Source: an optimization exercise on an open RTL-to-GDS flow (aim: small area). Production flows keep margins and buffers that such runs may drop.
RTL that was checked went through simulation tests only; none was proved equivalent to the original.
Power figures rest on the tool's default switching activity, not on a simulated workload.

==> run C <==
## vcpu_core
module vcpu_core (
    input  wire        clk,
    input  wire        rst,
    input  wire [31:0] prog_len,
    input  wire        terminate,
    output wire        imem_req,
    output wire [31:0] imem_addr,
    input  wire        imem_ack,
    input  wire [31:0] imem_rdata,
    output wire        dmem_req,
    output wire        dmem_we,
    output wire [1:0]  dmem_size,
    output wire [31:0] dmem_addr,
    output wire [31:0] dmem_wdata,
    input  wire        dmem_ack,
    input  wire        dmem_err,
    input  wire [31:0] dmem_rdata,
    output reg         retire_valid,
    output wire [31:0] retire_pc,
    output wire [4:0]  retire_rd,
    output wire [31:0] retire_wdata,
    output reg         stopped,
    output wire [3:0]  exit_code,
    output wire [31:0] pc
);
clock: 12.0 ns
lec_check: 0
abc_clock_period_in_ps: 12000
cap_margin: 5
core_margin: 2
core_utilization: 60
slew_margin: 5
standard.sh (not shown) runs the stock make flow with config.mk's settings and CLKGATE_MAP_FILE= SYNTH_SCRIPT=/design/flow/synth_recipe.tcl, a recipe that flattens the netlist after the stock synthesis.
==> flow/flow/run.sh <==
#!/bin/bash
# Standard ORFS layout through the standard.sh, with these changes:
# - synthesis is the standard flow's own script (synth_recipe.tcl, same passes, flattening
#   and names) with abc's combinational mapping run from flow/area.abc (an
#   area-oriented script) instead of ORFS's abc script; registers are mapped
#   before abc and are unchanged;
# - the port buffers are buf_1 cells;
set -euo pipefail
here=$(pwd)
{ head -n 1 synth_recipe.tcl; cat flow/abc_map.tcl; tail -n +2 synth_recipe.tcl; } > my_synth.tcl
export MY_ABC_SCRIPT="$here/flow/area.abc"
export BUFFER_PORTS_ARGS="-buffer_cell sky130_fd_sc_hd__buf_1"
export CTS_ARGS="-sink_clustering_enable -repair_clock_nets -dont_use_dummy_load -buf_list sky130_fd_sc_hd__clkbuf_8 -sink_clustering_size 18 -sink_clustering_max_diameter 60"
bash standard.sh SYNTH_SCRIPT="$here/my_synth.tcl" ADDER_MAP_FILE= finish > standard_flow.log 2>&1
==> flow/flow/abc_map.tcl <==
# Run abc's combinational mapping with the script in $MY_ABC_SCRIPT (when set)
# instead of the ORFS script: same liberty, dont_use cells, constraints and
# delay target. abc -dff calls pass through unchanged.
proc abc {args} {
  if {[lsearch -exact $args -dff] >= 0 || ![info exists ::env(MY_ABC_SCRIPT)]} {
    yosys abc {*}$args
    return
  }
  set out {}
  set skip 0
  foreach a $args {
    if {$skip} { set skip 0; continue }
    if {$a eq "-script"} { set skip 1; continue }
    lappend out $a
  }
  if {$::env(MY_ABC_SCRIPT) ne ""} { lappend out -script $::env(MY_ABC_SCRIPT) }
  puts "abc_map.tcl: abc $out"
  yosys abc {*}$out
}
==> flow/flow/area.abc <==
strash
&get -n
&fraig -x
&put
scorr
dc2
strash
&get -n
&dch -f
&nf -R 1000
&put
==> inputs of run E, as changes to run C <==
--- a/flow/design.v
+++ b/flow/design.v
@@ -113,28 +113,22 @@
                 q <= {we ? wdat : q[0], q[31:1]};
             assign q0[g] = q[0];
         end
     endgenerate
     wire [4:0] rb_addr = rform ? f_rs2 : f_rd;
     wire ra = q0[f_rs];
     wire rb = q0[rb_addr];
-    wire [3:0] clo = cnt[3:0];
-    wire       m16 = ir[clo];
-    wire [9:0] ir10 = ir[25:16];
-    wire       m10 = ir10[clo];
-    wire       ubit = ~cnt[4] ? m16 :
-                      c_j     ? ((clo <= 4'd9) ? m10 : ir[25]) :
-                                (ir[15] & ~c_ilog);
-    reg        ud1, ud2;
-    always @(posedge clk) begin
-        ud1 <= ubit;
-        ud2 <= ud1;
-    end
-    wire       immbit = c_lui ? (cnt[4] & m16) :
-                        (c_br || c_j) ? ((cnt[4:1] != 4'd0) & ud2) : ubit;
+    wire [4:0] ish   = (c_br || c_j) ? 5'd2 : c_lui ? 5'd16 : 5'd0;
+    wire [4:0] ik    = cnt - ish;
+    wire       under = (cnt < ish);
+    wire [4:0] ilim  = c_j ? 5'd25 : 5'd15;
+    wire       iover = (ik > ilim);
+    wire       isgn  = c_j ? ir[25] : ir[15];
+    wire [25:0] imm26 = ir[25:0];
+    wire       immbit = under ? 1'b0 : iover ? (isgn && !c_ilog) : imm26[ik];
     wire opb = rform ? rb : immbit;
     wire x1   = c_br ? rb : ra;
     wire y1   = c_br ? ra : opb;
     wire inv1 = c_br || c_slt || c_sub;
     wire y1i  = y1 ^ inv1;
     wire c1e  = c0 ? inv1 : c1;
     wire sum1 = x1 ^ y1i ^ c1e;
==> flow/flow/run.sh (replaced) <==
#!/bin/bash
# Standard ORFS layout, with two changes: the port buffers are buf_1 cells,
# and clock tree synthesis adds no dummy loads.
set -euo pipefail
export BUFFER_PORTS_ARGS="-buffer_cell sky130_fd_sc_hd__buf_1"
export CTS_ARGS="-sink_clustering_enable -repair_clock_nets -dont_use_dummy_load -buf_list sky130_fd_sc_hd__clkbuf_8 -sink_clustering_size 18 -sink_clustering_max_diameter 60"
bash standard.sh finish > standard_flow.log 2>&1
- ABC_AREA: default -> 1
- ABC_CLOCK_PERIOD_IN_PS: 12000 -> default
- CAP_MARGIN: 5 -> 20
- SLEW_MARGIN: 5 -> 20
removed: flow/flow/abc_map.tcl
removed: flow/flow/area.abc
==> inputs of run F, as changes to run C <==
--- a/flow/design.v
+++ b/flow/design.v
@@ -41,16 +41,15 @@
     reg [31:0] ACC;      
     reg [3:0]  xc;       
     reg        sa, sb;   
     reg        cond;     
     reg        fbad;     
     reg        fwrap;    
     reg        mis;      
-    reg        c1, e1, c2, c3, e3, c4, nA, nB, cr;
-    reg        rs;       
+    reg        c1, e1, c2, c3, e3, c4, nA, nB;
     wire st_init   = (state == S_INIT);
     wire st_fetch  = (state == S_FETCH);
     wire st_wait   = (state == S_WAIT);
     wire st_pre    = (state == S_PRE);
     wire st_step   = (state == S_STEP);
     wire st_mem    = (state == S_MEM);
     wire st_commit = (state == S_COMMIT);
@@ -113,28 +112,22 @@
                 q <= {we ? wdat : q[0], q[31:1]};
             assign q0[g] = q[0];
         end
     endgenerate
     wire [4:0] rb_addr = rform ? f_rs2 : f_rd;
     wire ra = q0[f_rs];
     wire rb = q0[rb_addr];
-    wire [3:0] clo = cnt[3:0];
-    wire       m16 = ir[clo];
-    wire [9:0] ir10 = ir[25:16];
-    wire       m10 = ir10[clo];
-    wire       ubit = ~cnt[4] ? m16 :
-                      c_j     ? ((clo <= 4'd9) ? m10 : ir[25]) :
-                                (ir[15] & ~c_ilog);
-    reg        ud1, ud2;
-    always @(posedge clk) begin
-        ud1 <= ubit;
-        ud2 <= ud1;
-    end
-    wire       immbit = c_lui ? (cnt[4] & m16) :
-                        (c_br || c_j) ? ((cnt[4:1] != 4'd0) & ud2) : ubit;
+    wire [4:0] ish   = (c_br || c_j) ? 5'd2 : c_lui ? 5'd16 : 5'd0;
+    wire [4:0] ik    = cnt - ish;
+    wire       under = (cnt < ish);
+    wire [4:0] ilim  = c_j ? 5'd25 : 5'd15;
+    wire       iover = (ik > ilim);
+    wire       isgn  = c_j ? ir[25] : ir[15];
+    wire [25:0] imm26 = ir[25:0];
+    wire       immbit = under ? 1'b0 : iover ? (isgn && !c_ilog) : imm26[ik];
     wire opb = rform ? rb : immbit;
     wire x1   = c_br ? rb : ra;
     wire y1   = c_br ? ra : opb;
     wire inv1 = c_br || c_slt || c_sub;
     wire y1i  = y1 ^ inv1;
     wire c1e  = c0 ? inv1 : c1;
     wire sum1 = x1 ^ y1i ^ c1e;
@@ -162,19 +155,15 @@
     wire x3  = st_pre ? tgt : n4;
     wire lb  = prog_len[cnt];
     wire c3e = c0 | c3;
     wire c3n = (x3 & ~lb) | (x3 & c3e) | (~lb & c3e);
     wire e3n = (c0 | e3) & ~(x3 ^ lb);
     wire nf_bad  = c4n | (c3n & ~e3n);
     wire nf_wrap = c4n | c3n;
-    wire cre    = ~c0 & cr;
-    wire cry    = rs & MA[0];
-    wire rembit = ACC[0] ^ cry ^ cre;
-    wire crn    = (ACC[0] & cry) | (ACC[0] & cre) | (cry & cre);
-    wire xa    = st_commit ? (fn[1] ? rembit : MD[0]) : ra;
+    wire xa    = st_commit ? (fn[1] ? ACC[0] : MD[0]) : ra;
     wire nega  = sgn & (st_commit ? (fn[1] ? sa : (sa ^ sb)) : sa);
     wire nAe   = ~c0 & nA;
     wire outA  = xa ^ (nega & nAe);
     wire nBe   = ~c0 & nB;
     wire outB  = rb ^ (sgn & sb & nBe);
     wire dz    = ~(nBe | rb);
     wire [4:0] sam   = rform ? f_rs2 : ir[4:0];
@@ -192,18 +181,17 @@
                   c_lui  ? immbit :
                   c_sh   ? shres :
                   c_mul  ? ACC[0] :
                   c_div  ? outA :
                   c_load ? ldbit : pcsum;
     wire [31:0] xs  = {ACC[30:0], c_div & MD[31]};
     wire        bb  = c_sh ? (cnt == sk) : MD[31];
-    wire        dsub = c_div & ~rs;
-    wire [31:0] ys  = c_div ? (MA ^ {32{dsub}}) : (bb ? MA : 32'd0);
-    wire [32:0] ss  = {1'b0, xs} + {1'b0, ys} + {32'd0, dsub};
-    wire        rsn = ACC[31] ^ dsub ^ ss[32];
+    wire [31:0] ys  = c_div ? ~MA : (bb ? MA : 32'd0);
+    wire [32:0] ss  = {1'b0, xs} + {1'b0, ys} + {32'd0, c_div};
+    wire        sge = ACC[31] | ss[32];
     wire ld_in  = op[1] || (op[0] ? ~cnt[4] : (cnt[4:3] == 2'd0));
     wire ldbit  = ld_in ? MD[0] : (~op[2] & sa);
     wire ld_sg  = (cnt == {1'b0, op[0], 3'b111});
     wire jge   = c3n;
     wire jmp   = c_j || c_jalr || (c_br && condv);
     wire [3:0] xc_pre = c_halt ? 4'd1 :
                         !valid ? 4'd7 :
@@ -224,15 +212,14 @@
     assign pc           = P;
     always @(posedge clk) begin
         c1 <= c1n;  e1 <= e1n;
         c2 <= c2n;
         c3 <= c3n;  e3 <= e3n;
         c4 <= c4n;
         nA <= nAe | xa;
-        cr <= crn;
         nB <= nBe | rb;
     end
     always @(posedge clk) begin
         if (rst) begin
             state        <= S_INIT;
             cnt          <= 5'd0;
             flag         <= 1'b0;
@@ -251,23 +238,19 @@
             else if (st_pre)
                 MA <= {c_mul ? ra : c_sh ? (ra ^ sinv) : c_div ? outB : sum1, MA[31:1]};
             if (st_commit)
                 MD <= {wbit, MD[31:1]};
             else if (st_pre)
                 MD <= {c_div ? outA : rb, MD[31:1]};
             else if (st_step)
-                MD <= {MD[30:0], c_div ? ~rsn : ACC[31]};
+                MD <= {MD[30:0], c_div ? sge : ACC[31]};
             else if (st_mem && dmem_ack && !dmem_err && c_load)
                 MD <= dmem_rdata;
-            if (st_pre)
-                rs <= 1'b0;
-            else if (st_step)
-                rs <= rsn;
             if (st_step)
-                ACC <= ss[31:0];
+                ACC <= (~c_div | sge) ? ss[31:0] : xs;
             else
                 ACC <= {~st_pre & ACC[0], ACC[31:1]};
             if (st_commit && c_load && ld_sg)
                 sa <= MD[0];
             if (st_pre && c0)
                 mis <= ra;
             else if (st_pre && cnt == 5'd1)
==> flow/flow/run.sh (replaced) <==
#!/bin/bash
# Standard ORFS layout, with two changes: the port buffers are buf_1 cells,
# and clock tree synthesis adds no dummy loads.
set -euo pipefail
export BUFFER_PORTS_ARGS="-buffer_cell sky130_fd_sc_hd__buf_1"
export CTS_ARGS="-sink_clustering_enable -repair_clock_nets -dont_use_dummy_load -buf_list sky130_fd_sc_hd__clkbuf_8 -sink_clustering_size 20 -sink_clustering_max_diameter 60"
bash standard.sh finish > standard_flow.log 2>&1
- ABC_CLOCK_PERIOD_IN_PS: 12000 -> default
- CAP_MARGIN: 5 -> 20
- SLEW_MARGIN: 5 -> 20
removed: flow/flow/abc_map.tcl
removed: flow/flow/area.abc
==> results.yml <==
timing:
  fin_worst_skew_ns: 0.109
logic_synthesis:
  synth_top_family_by_area: "compound AO/OA/AOI/OAI gates"
  post_synth_xor_xnor_area_pct: 1.24
power:
  power_dissipated_in_the_clock_network_w: 0.00166
  p_seq_share_pct: 68.3
run_status:
  run_status: "timing/DRC/antenna clean"
global_routing:
  pin_count_of_the_biggest_net_entering_global_routing: 95
place:
  preCtsSetupSlack_ns: 4.39
drt:
  drt-met1-wl_microns: 30800
hold_path:
  hold_path.startpoint: "R[14].q[31]$_DFF_P_"
Source of the figures above: run F

==> results.yml <==
run_status:
  run_status: "timing/DRC/antenna clean"
logic_synthesis:
  post_synth_xor_xnor_area_pct: 1.04
  synth_top_family_by_area: "simple AND/OR/NAND/NOR gates"
global_routing:
  pin_count_of_the_biggest_net_entering_global_routing: 72
place:
  preCtsSetupSlack_ns: 5.31
power:
  p_seq_share_pct: 62.4
  power_dissipated_in_the_clock_network_w: 0.00167
timing:
  fin_worst_skew_ns: 0.0738
Source of the figures above: run E

==> results.yml <==
drt:
  drt-met1-wl_microns: 29000
place:
  preCtsSetupSlack_ns: 1.95
timing:
  fin_worst_skew_ns: 0.0911
run_status:
  run_status: "timing/DRC/antenna clean"
power:
  p_seq_share_pct: 65.6
hold_path:
  hold_path.startpoint: "R[9].q[21]$_DFF_P_"
logic_synthesis:
  synth_top_family_by_area: "compound AO/OA/AOI/OAI gates"
  post_synth_xor_xnor_area_pct: 1.81
Source of the figures above: run C

For run F, only the layout was checked, not whether the RTL still works.

## static timing again, ports no longer ideal
How much do the figures lean on ideal ports? The routed layouts below were timed once more, with nothing changed but the port constraints.
Step 1 sets driving cells, clkbuf_16 on the clock port and buf_2 on the other inputs (assumed; they add their load-dependent delay and slew).
Step 2 adds t to the input delays and takes it off the output delays; t is the mean of the earliest and latest rising clock arrival at the registers after step 1. Input paths then give back, and output paths get back, about the clock's delay inside the block.
a / b / c = ideal / step 1 / step 2; a / b = the first two.
run | shift t [ns] | setup WS [ns] | worst hold slack (ns) | worst setup path at the end | pins driven straight from the clock port
run C | 0.701 | 1.754 / 1.754 / 1.754 | 0.273 / 0.273 / 0.273 | register to register | 1
run E | 0.707 | 5.302 / 5.302 / 5.302 | 0.302 / 0.302 / 0.302 | register to register | 1
run F | 0.699 | 4.312 / 4.312 / 4.312 | 0.225 / 0.225 / 0.225 | register to register | 1
After both steps setup and hold are still met in every run listed.
